Background: an optimization exercise with open tools, aiming at small area. Do not read the settings as production practice.
No functional check of the RTL was part of this run.
Power and IR drop assume default switching activity.

$ cat design/flow/design.v
module swx_top (
    input  wire        clk,
    input  wire        rst,
    input  wire        req_valid,
    input  wire [7:0]  req_data,
    output wire        req_ready,
    output wire        res_valid,
    output wire        res_ok,
    output wire [39:0] res_data,
    output wire        fault,
    output wire [2:0]  fault_code,
    output wire [7:0]  fault_info,
    output wire        bus_valid,
    output wire [7:0]  bus_data,
    output wire        bus_last,
    input  wire        bus_ready,
    input  wire [7:0]  bus_rdata,
    output reg         ce,
    output wire [2:0]  pstate,
    output wire        wait_valid,
    output wire [2:0]  wait_id,
    output wire [31:0] wait_us,
    input  wire        wait_ready,
    output wire        rxb_we,
    output wire [5:0]  rxb_addr,
    output wire [7:0]  rxb_wdata
);
    localparam [4:0] OP_READ_REG    = 5'h01;
    localparam [4:0] OP_WRITE_REG   = 5'h02;
    localparam [4:0] OP_READ_ADDR   = 5'h03;
    localparam [4:0] OP_WRITE_ADDR  = 5'h04;
    localparam [4:0] OP_ADDR_ENCODE = 5'h05;
    localparam [4:0] OP_ADDR_DECODE = 5'h06;
    localparam [4:0] OP_ADDR_PARSE  = 5'h07;
    localparam [4:0] OP_POWER_UP    = 5'h08;
    localparam [4:0] OP_POWER_DOWN  = 5'h09;
    localparam [4:0] OP_START_RADIO = 5'h0A;
    localparam [4:0] OP_STOP_RADIO  = 5'h0B;
    localparam [4:0] OP_START_RX    = 5'h0C;
    localparam [4:0] OP_STOP_RX     = 5'h0D;
    localparam [4:0] OP_RX_READY    = 5'h0E;
    localparam [4:0] OP_RX_DYN      = 5'h0F;
    localparam [4:0] OP_RX_FIXED    = 5'h10;
    localparam [4:0] OP_TX          = 5'h11;
    localparam [4:0] OP_FLUSH_TX    = 5'h12;
    localparam [4:0] OP_FLUSH_RX    = 5'h13;
    localparam [4:0] OP_INIT        = 5'h14;
    localparam [4:0] OP_RX_LOOP     = 5'h15;
    localparam [4:0] OP_SHUTDOWN    = 5'h16;
    localparam [4:0] OP_WAIT        = 5'h17;
    localparam [5:0] S_IDLE = 6'd0;
    localparam [5:0] S_DONE = 6'd1;
    localparam [5:0] S_RR1  = 6'd2;     
    localparam [5:0] S_RFF  = 6'd3;     
    localparam [5:0] S_WR1  = 6'd4;     
    localparam [5:0] S_WR2  = 6'd5;     
    localparam [5:0] S_RA1  = 6'd6;     
    localparam [5:0] S_RA2  = 6'd7;     
    localparam [5:0] S_RR2  = 6'd8;     
    localparam [5:0] S_WA1  = 6'd9;     
    localparam [5:0] S_WA2  = 6'd10;    
    localparam [5:0] S_EN1  = 6'd11;    
    localparam [5:0] S_LD   = 6'd12;    
    localparam [5:0] S_PA1  = 6'd13;    
    localparam [5:0] S_PA2  = 6'd14;    
    localparam [5:0] S_PCHK = 6'd15;    
    localparam [5:0] S_RD0A = 6'd16;    
    localparam [5:0] S_RD0B = 6'd17;
    localparam [5:0] S_WR0A = 6'd18;    
    localparam [5:0] S_WR0B = 6'd19;
    localparam [5:0] S_ST0  = 6'd20;    
    localparam [5:0] S_ST1  = 6'd21;
    localparam [5:0] S_DN0  = 6'd22;    
    localparam [5:0] S_DN1  = 6'd23;
    localparam [5:0] S_DP0  = 6'd24;    
    localparam [5:0] S_DP1  = 6'd25;
    localparam [5:0] S_DT   = 6'd26;    
    localparam [5:0] S_CL0  = 6'd27;    
    localparam [5:0] S_CL1  = 6'd28;
    localparam [5:0] S_E1   = 6'd29;    
    localparam [5:0] S_E2   = 6'd30;    
    localparam [5:0] S_TX1  = 6'd31;    
    localparam [5:0] S_TXA0 = 6'd32;    
    localparam [5:0] S_TXD  = 6'd33;    
    localparam [5:0] S_INIT = 6'd34;    
    localparam [5:0] S_LCHK = 6'd35;    
    localparam [5:0] S_W0   = 6'd48;
    localparam [5:0] S_W1   = 6'd49;
    localparam [5:0] S_W2   = 6'd50;
    localparam [5:0] S_W3   = 6'd51;
    localparam [5:0] S_W4   = 6'd52;
    localparam [5:0] S_W5   = 6'd53;
    localparam [5:0] S_W6   = 6'd54;
    localparam [5:0] S_F1   = 6'd57;
    localparam [5:0] S_F2   = 6'd58;
    localparam [5:0] S_F3   = 6'd59;
    localparam [5:0] S_F4   = 6'd60;
    localparam [5:0] S_F6   = 6'd62;
    reg [5:0]  st;
    reg [4:0]  op;
    reg [7:0]  b;         
    reg [5:0]  p;         
    reg [39:0] r;         
    reg        okf;       
    reg        nz;        
    reg        open;
    reg [1:0]  cs;        
    assign res_valid  = (st == S_DONE);
    assign res_ok     = okf;
    assign res_data   = r;
    assign fault      = (st[5:3] == 3'b111);
    assign fault_code = st[2:0];
    assign fault_info = b;
    assign wait_valid = (st[5:3] == 3'b110);
    assign wait_id    = st[2:0];
    assign wait_us    = r[31:0];
    assign pstate     = (cs == 2'd0) ? 3'd0 :
                        (cs == 2'd1) ? 3'd1 :
                        !ce          ? 3'd2 :
                        cs[0]        ? 3'd3 : 3'd4;
    assign rxb_addr   = p;
    assign rxb_wdata  = (st == S_DT) ? 8'h00 : bus_rdata;
    wire [4:0] rq_m   = req_data[4:0];
    wire rq_long  = (rq_m == 5'h0A) || (rq_m == 5'h0B) || (rq_m == 5'h10);
    wire rq_short = (rq_m[4:2] == 3'b011);
    wire b_long   = (b[4:0] == 5'h0A) || (b[4:0] == 5'h0B) || (b[4:0] == 5'h10);
    wire s_ready  = (bus_rdata[3:1] != 3'b111);
    wire is_dyn   = (op == OP_RX_DYN);
    wire is_loop  = (op == OP_RX_LOOP);
    wire is_tx    = (op == OP_TX);
    reg  [4:0] hv;
    always @* begin
        if (req_data >= 8'h30 && req_data <= 8'h39)      hv = {1'b0, req_data[3:0]};
        else if ((req_data >= 8'h61 && req_data <= 8'h66) ||
                 (req_data >= 8'h41 && req_data <= 8'h46)) hv = {1'b0, req_data[3:0] + 4'd9};
        else                                               hv = 5'h10;
    end
    reg [7:0] init_byte;
    reg       init_pass;
    reg       init_last;
    always @* begin
        init_pass = 1'b0;
        init_last = 1'b0;
        init_byte = 8'h00;
        case (p[4:0])
            5'd0:  init_byte = 8'h30;
            5'd1, 5'd2, 5'd3, 5'd4: init_pass = 1'b1;
            5'd5:  begin init_pass = 1'b1; init_last = 1'b1; end
            5'd6:  init_byte = 8'h2B;
            5'd7, 5'd8, 5'd9, 5'd10: init_pass = 1'b1;
            5'd11: begin init_pass = 1'b1; init_last = 1'b1; end
            5'd12: init_byte = 8'h26;
            5'd13: begin init_byte = 8'h0F; init_last = 1'b1; end
            5'd14: init_byte = 8'h3C;
            5'd15: begin init_byte = 8'h3F; init_last = 1'b1; end
            5'd16: init_byte = 8'h3D;
            5'd17: begin init_byte = 8'h04; init_last = 1'b1; end
            5'd18: init_byte = 8'h25;
            5'd19: begin init_pass = 1'b1; init_last = 1'b1; end
            5'd20: init_byte = 8'h20;
            5'd21: begin init_byte = 8'h0C; init_last = 1'b1; end
            5'd22: init_byte = 8'h24;
            default: begin init_pass = 1'b1; init_last = 1'b1; end
        endcase
    end
    reg        bv;           
    reg        pt;           
    reg        tk;           
    reg [7:0]  bd;
    reg        bl;
    always @* begin
        bv = 1'b0; pt = 1'b0; tk = 1'b0; bd = 8'hFF; bl = 1'b0;
        case (st)
            S_IDLE, S_EN1, S_PA1, S_PA2, S_TX1: tk = 1'b1;
            S_RR1:  begin pt = 1'b1; bd = {3'b000, rq_m}; end
            S_RFF:  begin bv = 1'b1; bl = 1'b1; end
            S_WR1:  begin pt = 1'b1; bd = {3'b001, rq_m}; end
            S_WR2:  begin pt = 1'b1; bd = req_data; bl = 1'b1; end
            S_RA1:  begin
                        if ((rq_long || rq_short) && open) pt = 1'b1; else tk = 1'b1;
                        bd = rq_long ? {3'b000, rq_m} : 8'h0B;
                    end
            S_RA2:  begin bv = 1'b1; bl = (p[2:0] == 3'd4); end
            S_RR2:  begin bv = 1'b1; bd = {3'b000, b[4:0]}; end
            S_WA1:  begin
                        if ((rq_long || rq_short) && open) pt = 1'b1; else tk = 1'b1;
                        bd = {3'b001, rq_m};
                    end
            S_WA2:  begin
                        if (b_long || p[2:0] == 3'd0) pt = 1'b1; else tk = 1'b1;
                        bd = req_data; bl = !b_long || (p[2:0] == 3'd4);
                    end
            S_LD:   tk = !((op == OP_ADDR_DECODE) && (p[2:0] >= b[2:0])) &&
                         !(is_loop && !p[1]);
            S_RD0A: begin bv = 1'b1; bd = 8'h00; end
            S_RD0B: begin bv = 1'b1; bl = 1'b1; end
            S_WR0A: begin bv = 1'b1; bd = 8'h20; end
            S_WR0B: begin
                        bv = 1'b1; bl = 1'b1;
                        if (op == OP_START_RADIO || op == OP_INIT) bd = b | 8'h02;
                        else if (op == OP_STOP_RADIO || op == OP_SHUTDOWN)    bd = b & 8'hFD;
                        else if (op == OP_START_RX || (is_loop && !okf))      bd = b | 8'h01;
                        else                                                  bd = b & 8'hFE;
                    end
            S_ST0:  begin bv = 1'b1; bd = 8'h07; end
            S_ST1:  begin bv = 1'b1; bl = 1'b1; end
            S_DN0:  begin bv = 1'b1; bd = 8'h60; end
            S_DN1:  begin bv = 1'b1; bl = 1'b1; end
            S_DP0:  begin bv = 1'b1; bd = 8'h61; bl = (b[5:0] == 6'd0); end
            S_DP1:  begin bv = 1'b1; bl = (p + 6'd1 == b[5:0]); end
            S_CL0:  begin bv = 1'b1; bd = 8'h27; end
            S_CL1:  begin
                        bv = 1'b1; bl = 1'b1;
                        bd = !is_tx ? 8'h40 : okf ? 8'h20 : 8'h10;
                    end
            S_E1:   begin bv = 1'b1; bd = 8'hE1; bl = 1'b1; end
            S_E2:   begin bv = 1'b1; bd = 8'hE2; bl = 1'b1; end
            S_TXA0: begin bv = 1'b1; bd = 8'hA0; bl = (b[5:0] == 6'd0); end
            S_TXD:  begin pt = 1'b1; bd = req_data; bl = (p + 6'd1 == b[5:0]); end
            S_INIT: begin
                        if (init_pass) begin pt = 1'b1; bd = req_data; end
                        else begin bv = 1'b1; bd = init_byte; end
                        bl = init_last;
                    end
            default: ;
        endcase
    end
    assign bus_valid = bv || (pt && req_valid);
    assign bus_data  = bd;
    assign bus_last  = bl;
    assign req_ready = tk || (pt && bus_ready);
    wire req_fire  = req_valid && req_ready;
    wire bus_fire  = bus_valid && bus_ready;
    wire wait_fire = wait_valid && wait_ready;
    assign rxb_we = (st == S_DT) || ((st == S_DP1) && bus_fire);
    wire [15:0] lcnt = r[31:16];
    integer k;
    always @(posedge clk) begin
        if (rst) begin
            st   <= S_IDLE;
            open <= 1'b1;
            cs   <= 2'd0;
            ce   <= 1'b0;
        end else begin
            case (st)
                S_IDLE: if (req_fire) begin
                    b  <= req_data;
                    op <= req_data[4:0];
                    p  <= 6'd0;
                    if (req_data == 8'h00 || req_data > 8'h17)
                        st <= S_F1;
                    else if (!open && !(req_data[4:0] == OP_ADDR_ENCODE ||
                                        req_data[4:0] == OP_ADDR_DECODE ||
                                        req_data[4:0] == OP_ADDR_PARSE ||
                                        req_data[4:0] == OP_WAIT ||
                                        req_data[4:0] == OP_READ_ADDR ||
                                        req_data[4:0] == OP_WRITE_ADDR ||
                                        req_data[4:0] == OP_TX))
                        st <= S_F6;
                    else case (req_data[4:0])
                        OP_READ_REG:    st <= S_RR1;
                        OP_WRITE_REG:   st <= S_WR1;
                        OP_READ_ADDR:   st <= S_RA1;
                        OP_WRITE_ADDR:  st <= S_WA1;
                        OP_ADDR_ENCODE, OP_ADDR_DECODE: st <= S_EN1;
                        OP_ADDR_PARSE:  st <= S_PA1;
                        OP_POWER_UP, OP_START_RX: begin st <= S_W0; ce <= 1'b1; end
                        OP_POWER_DOWN, OP_STOP_RX: begin st <= S_W1; ce <= 1'b0; end
                        OP_START_RADIO, OP_STOP_RADIO, OP_SHUTDOWN: st <= S_RD0A;
                        OP_RX_READY, OP_RX_DYN, OP_RX_FIXED: st <= S_ST0;
                        OP_TX:          st <= S_TX1;
                        OP_FLUSH_TX:    st <= S_E1;
                        OP_FLUSH_RX:    st <= S_E2;
                        OP_INIT:        st <= S_INIT;
                        default:        begin st <= S_LD; okf <= 1'b0; end   
                    endcase
                end
                S_DONE: st <= S_IDLE;
                S_RR1: if (bus_fire) st <= S_RFF;
                S_RFF: if (bus_fire) begin r[7:0] <= bus_rdata; st <= S_DONE; end
                S_WR1: if (bus_fire) begin b <= req_data; st <= S_WR2; end
                S_WR2: if (bus_fire) begin
                    if (b[4:0] == 5'd0) cs <= req_data[1] ? {1'b1, req_data[0]} : 2'd1;
                    st <= S_DONE;
                end
                S_RA1, S_WA1: if (req_fire) begin
                    p <= 6'd0;
                    if (!(rq_long || rq_short)) begin b <= req_data; st <= S_F3; end
                    else if (!open) st <= S_F6;
                    else begin b <= req_data; st <= (st == S_RA1) ? S_RA2 : S_WA2; end
                end
                S_RA2: if (bus_fire) begin
                    case (p[2:0])
                        3'd0: r[7:0]   <= bus_rdata;
                        3'd1: r[15:8]  <= bus_rdata;
                        3'd2: r[23:16] <= bus_rdata;
                        3'd3: r[31:24] <= bus_rdata;
                        default: r[39:32] <= bus_rdata;
                    endcase
                    p <= p + 6'd1;
                    if (bus_last) st <= b_long ? S_DONE : S_RR2;
                end
                S_RR2: if (bus_fire) st <= S_RFF;
                S_WA2: if (req_fire) begin
                    p <= p + 6'd1;
                    if (p[2:0] == 3'd4) st <= S_DONE;
                end
                S_EN1: if (req_fire) begin
                    b <= req_data;
                    if (req_data == 8'd0 || req_data > 8'd5) st <= S_F2;
                    else st <= S_LD;
                end
                S_LD: if (req_fire || !tk) begin
                    case (p[2:0])
                        3'd0: r[7:0]   <= tk ? req_data : 8'h00;
                        3'd1: r[15:8]  <= tk ? req_data : 8'h00;
                        3'd2: r[23:16] <= tk ? req_data : 8'h00;
                        3'd3: r[31:24] <= tk ? req_data : 8'h00;
                        default: r[39:32] <= tk ? req_data : 8'h00;
                    endcase
                    if (op == OP_ADDR_ENCODE && p[2:0] >= b[2:0])
                        case (p[2:0])
                            3'd0: r[7:0]   <= 8'h00;
                            3'd1: r[15:8]  <= 8'h00;
                            3'd2: r[23:16] <= 8'h00;
                            3'd3: r[31:24] <= 8'h00;
                            default: r[39:32] <= 8'h00;
                        endcase
                    p <= p + 6'd1;
                    if (op == OP_ADDR_ENCODE || op == OP_ADDR_DECODE) begin
                        if (p[2:0] == 3'd4) st <= S_DONE;
                    end else if (p[2:0] == 3'd3) begin
                        st <= is_loop ? S_W0 : S_W6;
                        if (is_loop) ce <= 1'b1;
                    end
                end
                S_PA1: if (req_fire) begin
                    b   <= req_data;
                    okf <= (req_data >= 8'd10);
                    nz  <= 1'b0;
                    p   <= 6'd0;
                    st  <= (req_data == 8'd0) ? S_PCHK : S_PA2;
                end
                S_PA2: if (req_fire) begin
                    if (p < 6'd10) begin
                        for (k = 0; k < 10; k = k + 1)
                            if (p == 9 - k) r[4*k +: 4] <= hv[3:0];
                        if (hv[4]) okf <= 1'b0;
                        if (hv[3:0] != 4'd0) nz <= 1'b1;
                        p <= p + 6'd1;
                    end
                    b <= b - 8'd1;
                    if (b == 8'd1) st <= S_PCHK;
                end
                S_PCHK: begin
                    if (!(okf && nz)) begin r <= 40'd0; okf <= 1'b0; end
                    st <= S_DONE;
                end
                S_RD0A: if (bus_fire) st <= S_RD0B;
                S_RD0B: if (bus_fire) begin b <= bus_rdata; st <= S_WR0A; end
                S_WR0A: if (bus_fire) st <= S_WR0B;
                S_WR0B: if (bus_fire) begin
                    cs <= bd[1] ? {1'b1, bd[0]} : 2'd1;
                    if (op[4:2] == 3'b011 || is_loop) st <= S_W3;    
                    else st <= S_W2;
                end
                S_ST0: if (bus_fire) st <= S_ST1;
                S_ST1: if (bus_fire) begin
                    if (is_tx) begin
                        if (bus_rdata[5])      begin okf <= 1'b1; st <= S_CL0; end
                        else if (bus_rdata[4]) begin okf <= 1'b0; st <= S_CL0; end
                        else st <= S_W4;
                    end else begin
                        okf <= s_ready;
                        b   <= 8'd8;
                        if (op == OP_RX_FIXED) st <= s_ready ? S_DP0 : S_DONE;
                        else if (op == OP_RX_READY) st <= S_DONE;
                        else if (s_ready) st <= S_DN0;
                        else begin
                            if (is_dyn) r[7:0] <= 8'h00;
                            st <= is_loop ? S_W5 : S_DONE;
                        end
                    end
                end
                S_DN0: if (bus_fire) st <= S_DN1;
                S_DN1: if (bus_fire) begin
                    b <= bus_rdata;
                    p <= 6'd0;
                    if (bus_rdata > 8'd32) begin
                        if (is_dyn) r[7:0] <= 8'h00;
                        st <= S_E2;
                    end else begin
                        if (is_dyn) r[7:0] <= bus_rdata;
                        if (is_loop && bus_rdata != 8'd0) r[15:0] <= r[15:0] + 16'd1;
                        st <= S_DP0;
                    end
                end
                S_DP0: if (bus_fire) begin
                    p  <= 6'd0;
                    st <= (b[5:0] == 6'd0) ? S_DT : S_DP1;
                end
                S_DP1: if (bus_fire) begin
                    p <= p + 6'd1;
                    if (bus_last) st <= (op == OP_RX_FIXED) ? S_CL0 : S_DT;
                end
                S_DT: st <= S_CL0;
                S_CL0: if (bus_fire) st <= S_CL1;
                S_CL1: if (bus_fire) begin
                    if (is_tx) st <= okf ? S_W1 : S_E1;
                    else if (is_loop) st <= S_W5;
                    else st <= S_DONE;
                    if (is_tx && okf) ce <= 1'b0;
                end
                S_E1: if (bus_fire) begin
                    if (!is_tx) st <= S_DONE;
                    else if (okf) st <= S_TXA0;
                    else if (b == 8'd100) st <= S_DONE;
                    else begin st <= S_W1; ce <= 1'b0; end
                end
                S_E2: if (bus_fire) st <= is_loop ? S_W5 : S_DONE;
                S_TX1: if (req_fire) begin
                    if (req_data > 8'd32) begin b <= req_data; st <= S_F4; end
                    else if (!open) st <= S_F6;
                    else begin b <= req_data; okf <= 1'b1; st <= S_E1; end
                end
                S_TXA0: if (bus_fire) begin
                    p <= 6'd0;
                    if (b[5:0] == 6'd0) begin st <= S_W0; ce <= 1'b1; end
                    else st <= S_TXD;
                end
                S_TXD: if (bus_fire) begin
                    p <= p + 6'd1;
                    if (bus_last) begin st <= S_W0; ce <= 1'b1; end
                end
                S_INIT: if (bus_fire) begin
                    p <= p + 6'd1;
                    if (p[4:0] == 5'd21) cs <= 2'd1;
                    if (p[4:0] == 5'd23) st <= S_RD0A;
                end
                S_LCHK: begin
                    if (lcnt == 16'd0) begin okf <= 1'b1; st <= S_W1; ce <= 1'b0; end
                    else st <= S_ST0;
                end
                S_W0: if (wait_fire) begin
                    b <= 8'd0;
                    if (op == OP_POWER_UP) st <= S_DONE;
                    else if (is_tx) st <= S_ST0;
                    else st <= S_RD0A;
                end
                S_W1: if (wait_fire) begin
                    if (op == OP_POWER_DOWN) st <= S_DONE;
                    else if (is_tx) st <= (b == 8'd100) ? S_E1 : S_DONE;
                    else st <= S_RD0A;
                end
                S_W2: if (wait_fire) begin
                    if (op == OP_SHUTDOWN) open <= 1'b0;
                    st <= (op == OP_INIT) ? S_E2 : S_DONE;
                end
                S_W3: if (wait_fire) begin
                    st <= (is_loop && !okf) ? S_LCHK : S_DONE;
                end
                S_W4: if (wait_fire) begin
                    b <= b + 8'd1;
                    if (b == 8'd99) begin okf <= 1'b0; st <= S_W1; ce <= 1'b0; end
                    else st <= S_ST0;
                end
                S_W5: if (wait_fire) begin
                    r[31:16] <= r[31:16] - 16'd1;
                    st <= S_LCHK;
                end
                S_W6: if (wait_fire) st <= S_DONE;
                default: ;    
            endcase
        end
    end
endmodule
$ cat design/flow/run.sh
#!/bin/bash
# synth_recipe.tcl (not shown) runs the flow's synth.tcl, then flattens the netlist and writes it again
# the make line also repeats each setting of config.mk as NAME=value (left out here)
make -C /OpenROAD-flow-scripts/flow DESIGN_CONFIG=/design/flow/config.mk WORK_HOME=/design/flow/orfs CLKGATE_MAP_FILE= SYNTH_SCRIPT=/design/flow/synth_recipe.tcl finish
$ cat design/flow/config.mk
export PLATFORM = sky130hd
export DESIGN_NAME = swx_top
export DESIGN_NICKNAME = swx_top
export VERILOG_FILES = /design/flow/design.v
export SDC_FILE = /design/flow/constraint.sdc
export NUM_CORES = 4
export LEC_CHECK = 0
export CAP_MARGIN = 20
export CORE_MARGIN = 2
export CORE_UTILIZATION = 40
export SLEW_MARGIN = 20
$ cat design/flow/constraint.sdc
create_clock -name core_clock -period 10.0 [get_ports {clk}]
set_input_delay 2.0000 -clock core_clock [delete_from_list [all_inputs] [get_ports {clk}]]
set_output_delay 2.0000 -clock core_clock [all_outputs]
set_load 0.01 [all_outputs]
==> notes.md <==
The fraction of layout cells with a size suffix above 1 is 0.06425. VDD sags by at most 0.1681 mV. Walking the worst path, the cells encountered are clkdlybuf4s50_1, inv_1, ha_1, nand2b_1, o22ai_1, buf_4, a31oi_1, a21oi_1, o21ai_1, buf_4, o21ai_0, nor4b_1, clkdlybuf4s50_1. The routed wire length per instance is 28.44 µm. The worst clock skew is 0.01414 ns. Of all nets on the critical path, the largest fanout is 11. Entering global routing, the biggest net connects 66 pins. The post-synthesis net count came out at 1,461. The family of cells with the greatest summed delay on the critical path is buffers and inverters. The element type at the critical path start is an input port. The clock root buffer is sky130_fd_sc_hd__clkbuf_16. The die is 162.2 µm tall. The run finished with no timing, DRC or antenna violations.

The detailed-routing iteration count for the pre-antenna-repair pass came out at 8. The dominant synthesized flop cell is sky130_fd_sc_hd__edfxtp_1. The maximum clock insertion buffer count is 2. The number of standard cells after synthesis is 1,413. In the routed layout, each cell is associated on average with a via count of 6.836. The number of top-level pins is 141. The number of global-route vias before repair came out at 11,030.

The compound-gate portion of the synthesized area came to 0.3101. Of the post-synthesis cell area, the part taken by muxes is 0.009370. For the pin with the worst max-slew slack, the measured transition is 1.176 ns.

The count of H-tree levels built during CTS came out at 3. The number of enable flip-flop cells after synthesis is 61. The cell type of the slowest stage on the worst timing path is sky130_fd_sc_hd__clkdlybuf4s50_1. In this run the worst setup path begins at req_data[0]. Of the total synthesized cell area, the portion taken by AND, OR, NAND and NOR gates is 0.3136. The depth of the critical timing path with buffers and inverters included came out at 13. The horizontal extent of the die came out at 162.2 µm. Counting flops and latches in the post-synthesis netlist gives 79. From synthesis to final layout, the design area changed by 16.37%.

Overall power consumption after layout is estimated at 0.002439 W. The number of antenna violations at the first check in global routing came out at 3. The dominant combinational cell family by area after synthesis is simple AND/OR/NAND/NOR gates.

The met1 routed wirelength after detailed routing came out at 20,600 µm. At the worst endpoint, the arrival time is 5.77 ns. Headroom to the max-slew limit came out at 0.2100. The tree built by TritonCTS fans out to 79 sinks. In the finished design, the share of the clock period the worst path needs comes to 0.7774.

The setup fix buffers added after clock tree synthesis is 0. The number of buffers inserted during clock tree synthesis came out at 9. The overall track demand over capacity in global routing came out at 0.3766. The routed design has 50,880 µm of wire. The static leakage power is 4.062 nW. The number of instances resized during post-cts repair is 0.

The final estimated routing congestion in global placement came out at 1.027. The global-route wire length before repair is 74,220 µm. The number of hold-repair buffers added at the cts stage came out at 0.

The net count reported at finish came out at 1,506. The leftover overflow at the end of global routing came out at 0. The detailed router used layers up to and including met4.

The summed negative setup slack over all endpoints is 0 ns. The highest clock rate came out at 128.6 MHz. In the routed design, unresolved DRC markers number 0.

STA classifies the critical path endpoint as a primary output. TritonCTS built the clock tree. The die footprint is 26,320 µm².

The count of endpoints failing hold in the final timing report came out at 0. For this configuration, the core starts out at a cell density of 0.4094. The met2 wire length is 21,530 µm.

The class of the most critical hold timing path is reg -> reg. Counting distinct cell types in the post-synthesis netlist gives 97. After filler insertion, the fill cell instance count of the layout stands at 2,490. The number of warnings printed during yosys synthesis came out at 1. The last element of the critical path is rxb_we. The adder-cell share of the synthesized area came out at 0.03373. The half-perimeter wire length after placement is 37,790 µm. The xor and xnor area share after synthesis came out at 0.02974.

In this run the critical register-to-register path is captured at init_last. For this run, the register share of the synthesized area comes to 0.2189. The startpoint identified for the worst register-to-register timing path is st[5]. The row count came out at 57.

The total standard cell area after synthesis is 10,010 µm². The area of the core region came out at 24,460 µm². Setup repair after global routing left no endpoint under its margin. The mean area per synthesized cell came out at 7.087 µm².

The share of async-settable or async-resettable flops after synthesis came out at 0. In this run the remaining antenna-violating nets after routing total 0. The largest stage delay on the critical path is 0.73 ns.

The clock-pin slew reported for the worst setup and hold paths after clock tree synthesis came out at 0.07 ns. The later pin in the worst-skew pair is clocked with a latency of 0.37 ns. Together, buffers and inverters on the worst path number 5.

The time the worst path needs with I/O delays and setup came out at 7.774 ns. Setup violations remaining at the end of the flow were counted as 0. The data required time of the critical path is 8.00 ns. For the worst flop-to-flop path, the logic depth is 15. In this run the power density over the cells is 209.3 nW/µm². The reg2reg setup slack is 4.80 ns. The critical path is of the in -> out type. The routed layout has 12,230 vias. The max-cap violation count is 0. Wire segments on met3 add up to 6314 µm in the final route.

Buffers placed on the I/O ports in this run total 140. The number of max-slew violations in the final report is 0. The number of DRC markers in iteration 0 came out at 1,747.
==> placed cells by master, fill, tap and decap left out, types with 10 or more instances in the layout <==
cell type | synthesis | layout
sky130_fd_sc_hd__and3_1 | 20 | 20
sky130_fd_sc_hd__a31oi_1 | 15 | 15
sky130_fd_sc_hd__edfxtp_1 | 61 | 61
sky130_fd_sc_hd__xnor2_1 | 23 | 23
sky130_fd_sc_hd__nand2_1 | 162 | 162
sky130_fd_sc_hd__a21oi_1 | 120 | 120
sky130_fd_sc_hd__inv_1 | 30 | 30
sky130_fd_sc_hd__nand2b_1 | 25 | 25
sky130_fd_sc_hd__nor4_1 | 11 | 11
sky130_fd_sc_hd__buf_4 | 45 | 34
sky130_fd_sc_hd__nand3b_1 | 10 | 10
sky130_fd_sc_hd__nor2_1 | 157 | 157
sky130_fd_sc_hd__o221ai_1 | 12 | 12
sky130_fd_sc_hd__clkdlybuf4s50_1 | 0 | 140
sky130_fd_sc_hd__dfxtp_1 | 18 | 16
sky130_fd_sc_hd__a211oi_1 | 30 | 30
sky130_fd_sc_hd__nand4_1 | 22 | 22
sky130_fd_sc_hd__o22ai_1 | 17 | 17
sky130_fd_sc_hd__o2111ai_1 | 12 | 12
sky130_fd_sc_hd__a221o_1 | 13 | 13
sky130_fd_sc_hd__o21ai_0 | 103 | 103
sky130_fd_sc_hd__a22oi_1 | 17 | 17
sky130_fd_sc_hd__xor2_1 | 11 | 11
sky130_fd_sc_hd__and2_1 | 17 | 17
sky130_fd_sc_hd__ha_1 | 27 | 27
sky130_fd_sc_hd__o211ai_1 | 10 | 10
sky130_fd_sc_hd__o31ai_1 | 12 | 12
sky130_fd_sc_hd__nor2b_1 | 28 | 28
sky130_fd_sc_hd__nor3_1 | 42 | 41
sky130_fd_sc_hd__a221oi_1 | 15 | 15
sky130_fd_sc_hd__nand3_1 | 62 | 62
==> final cells by class <==
| cell class | count | area, µm² | area share |
|---|---|---|---|
| tap | 324 | 405.4 | 0.03479 |
| inverter | 33 | 123.9 | 0.01063 |
| multi-input combinational | 1160 | 6982 | 0.5991 |
| sequential | 79 | 2195 | 0.1883 |
| antenna | 2 | 5.005 | 0.0004295 |
| clock inverter | 7 | 56.30 | 0.004831 |
| timing repair buffer | 175 | 1662 | 0.1426 |
| clock buffer | 9 | 225.2 | 0.01933 |
==> tightest hold or removal path, delay by kind of cell (launching register included) <==
kind / cells / cell delay, ns
flops: 1 / 0.33
buf+inv: 1 / 0.07
compound gates: 1 / 0.07
==> through the flow <==
stage / setup slack (ns) / instance area [µm²] / hold slack, ns / util / cells
4_1_cts: 2.319 / 11640 / 0.5174 / 0.4758 / 1786
3_3_place_gp: 2.367 / 11360 / 0.5015 / 0.4642 / 1770
2_1_floorplan: 3.896 / 10010 / 0.4704 / - / 1413
5_1_grt: 2.074 / 11650 / 0.5515 / 0.4762 / 1787
3_5_place_dp: 2.353 / 11360 / 0.4998 / 0.4643 / 1770
6_report: 2.226 / 11650 / 0.5210 / 0.4764 / 1789
==> metal layers <==
metal	vias to the layer above	global-route usage
li1	5356	-
met4	0	0.1561
met5	-	0
met1	5772	0.5240
met2	932	0.5588
met3	169	0.08887
==> cells in the mapped netlist, types with 6 or more instances <==
cell                          n  area, µm²
sky130_fd_sc_hd__a2111oi_0    6      52.55
sky130_fd_sc_hd__a211o_1      6      52.55
sky130_fd_sc_hd__a211oi_1    30      225.2
sky130_fd_sc_hd__a21o_1       7      52.55
sky130_fd_sc_hd__a21oi_1    120      600.6
sky130_fd_sc_hd__a221o_1     13      130.1
sky130_fd_sc_hd__a221oi_1    15      131.4
sky130_fd_sc_hd__a22oi_1     17      127.6
sky130_fd_sc_hd__a31oi_1     15      93.84
sky130_fd_sc_hd__a32oi_1      6      52.55
sky130_fd_sc_hd__and2_1      17      106.4
sky130_fd_sc_hd__and3_1      20      125.1
sky130_fd_sc_hd__buf_1       10      37.54
sky130_fd_sc_hd__buf_2       14      70.07
sky130_fd_sc_hd__buf_4       45      337.8
sky130_fd_sc_hd__clkbuf_1    71      266.5
sky130_fd_sc_hd__dfxtp_1     18      360.4
sky130_fd_sc_hd__edfxtp_1    61       1832
sky130_fd_sc_hd__ha_1        27      337.8
sky130_fd_sc_hd__inv_1       30      112.6
sky130_fd_sc_hd__mux2i_1      6      60.06
sky130_fd_sc_hd__nand2_1    162      608.1
sky130_fd_sc_hd__nand2b_1    25      156.4
sky130_fd_sc_hd__nand3_1     62      310.3
sky130_fd_sc_hd__nand3b_1    10      75.07
sky130_fd_sc_hd__nand4_1     22      137.6
sky130_fd_sc_hd__nor2_1     157      589.3
sky130_fd_sc_hd__nor2b_1     28      175.2
sky130_fd_sc_hd__nor3_1      42      210.2
sky130_fd_sc_hd__nor4_1      11      68.82
sky130_fd_sc_hd__o2111ai_1   12      105.1
sky130_fd_sc_hd__o211ai_1    10      75.07
sky130_fd_sc_hd__o21ai_0    103      515.5
sky130_fd_sc_hd__o21ai_1      8      40.04
sky130_fd_sc_hd__o221ai_1    12      105.1
sky130_fd_sc_hd__o22ai_1     17      106.4
sky130_fd_sc_hd__o31ai_1     12      90.09
sky130_fd_sc_hd__or2_2        9      56.30
sky130_fd_sc_hd__or3_1        8      50.05
sky130_fd_sc_hd__or4_1        6      45.04
sky130_fd_sc_hd__xnor2_1     23      201.4
sky130_fd_sc_hd__xor2_1      11      96.34
==> sequential cells by signal, indices dropped and copies added, names as in the netlist <==
register / cells
b: 8
ce: 1
cs: 2
init_byte: 6
init_last: 1
init_pass: 1
nz: 1
okf: 1
op: 5
open: 1
p: 6
r: 40
st: 6
==> cells by family after synthesis <==
logic type	count (synthesis)
xor+xnor	34
simple gates	622
buf+inv	174
compound gates	468
fa+ha+maj	27
flops	79
mux	9
==> report_power, final <==
part,switching (W),leakage (nW),total [W],internal (W)
clock network,0.000171,0.132,0.000343,0.000172
logic,0.00102,3.22,0.00157,0.000557
registers,0.000106,0.707,0.000523,0.000417
total,0.00129,4.06,0.00244,0.00115
==> worst min-delay path by stage <==
stage	from	to	slack (ns)	depth (start not counted)
2_1_floorplan	cs[0]	cs[0]	0.47	2
3_3_place_gp	ce	ce	0.50	2
3_5_place_dp	ce	ce	0.50	2
4_1_cts	ce	ce	0.52	2
5_1_grt	ce	ce	0.55	2
6_report	ce	ce	0.52	2

what the ideal ports hide:
Ports are ideal in the flow. The routed layout listed here was re-timed in OpenROAD. Step 1, drivers: a clkbuf_16 drives clk and a buf_2 each remaining input, both assumed. Step 2 times the ports against the registers' clock, not the clock port: input delays grow and output delays shrink by t, the midpoint of the rising clock arrivals with the driver on. Slacks: no drivers / after step 1 / after step 2; pairs: no drivers / after step 1.
t (ns): 0.408
setup WS [ns]: 2.226 / 2.203 / 2.203
worst register clock-pin slew, ns: 0.08 / 0.08
After both steps setup and hold are still met in this run. For this run, drivers alone change the setup slack by -0.023 ns; drivers and shift together by -0.023 ns.
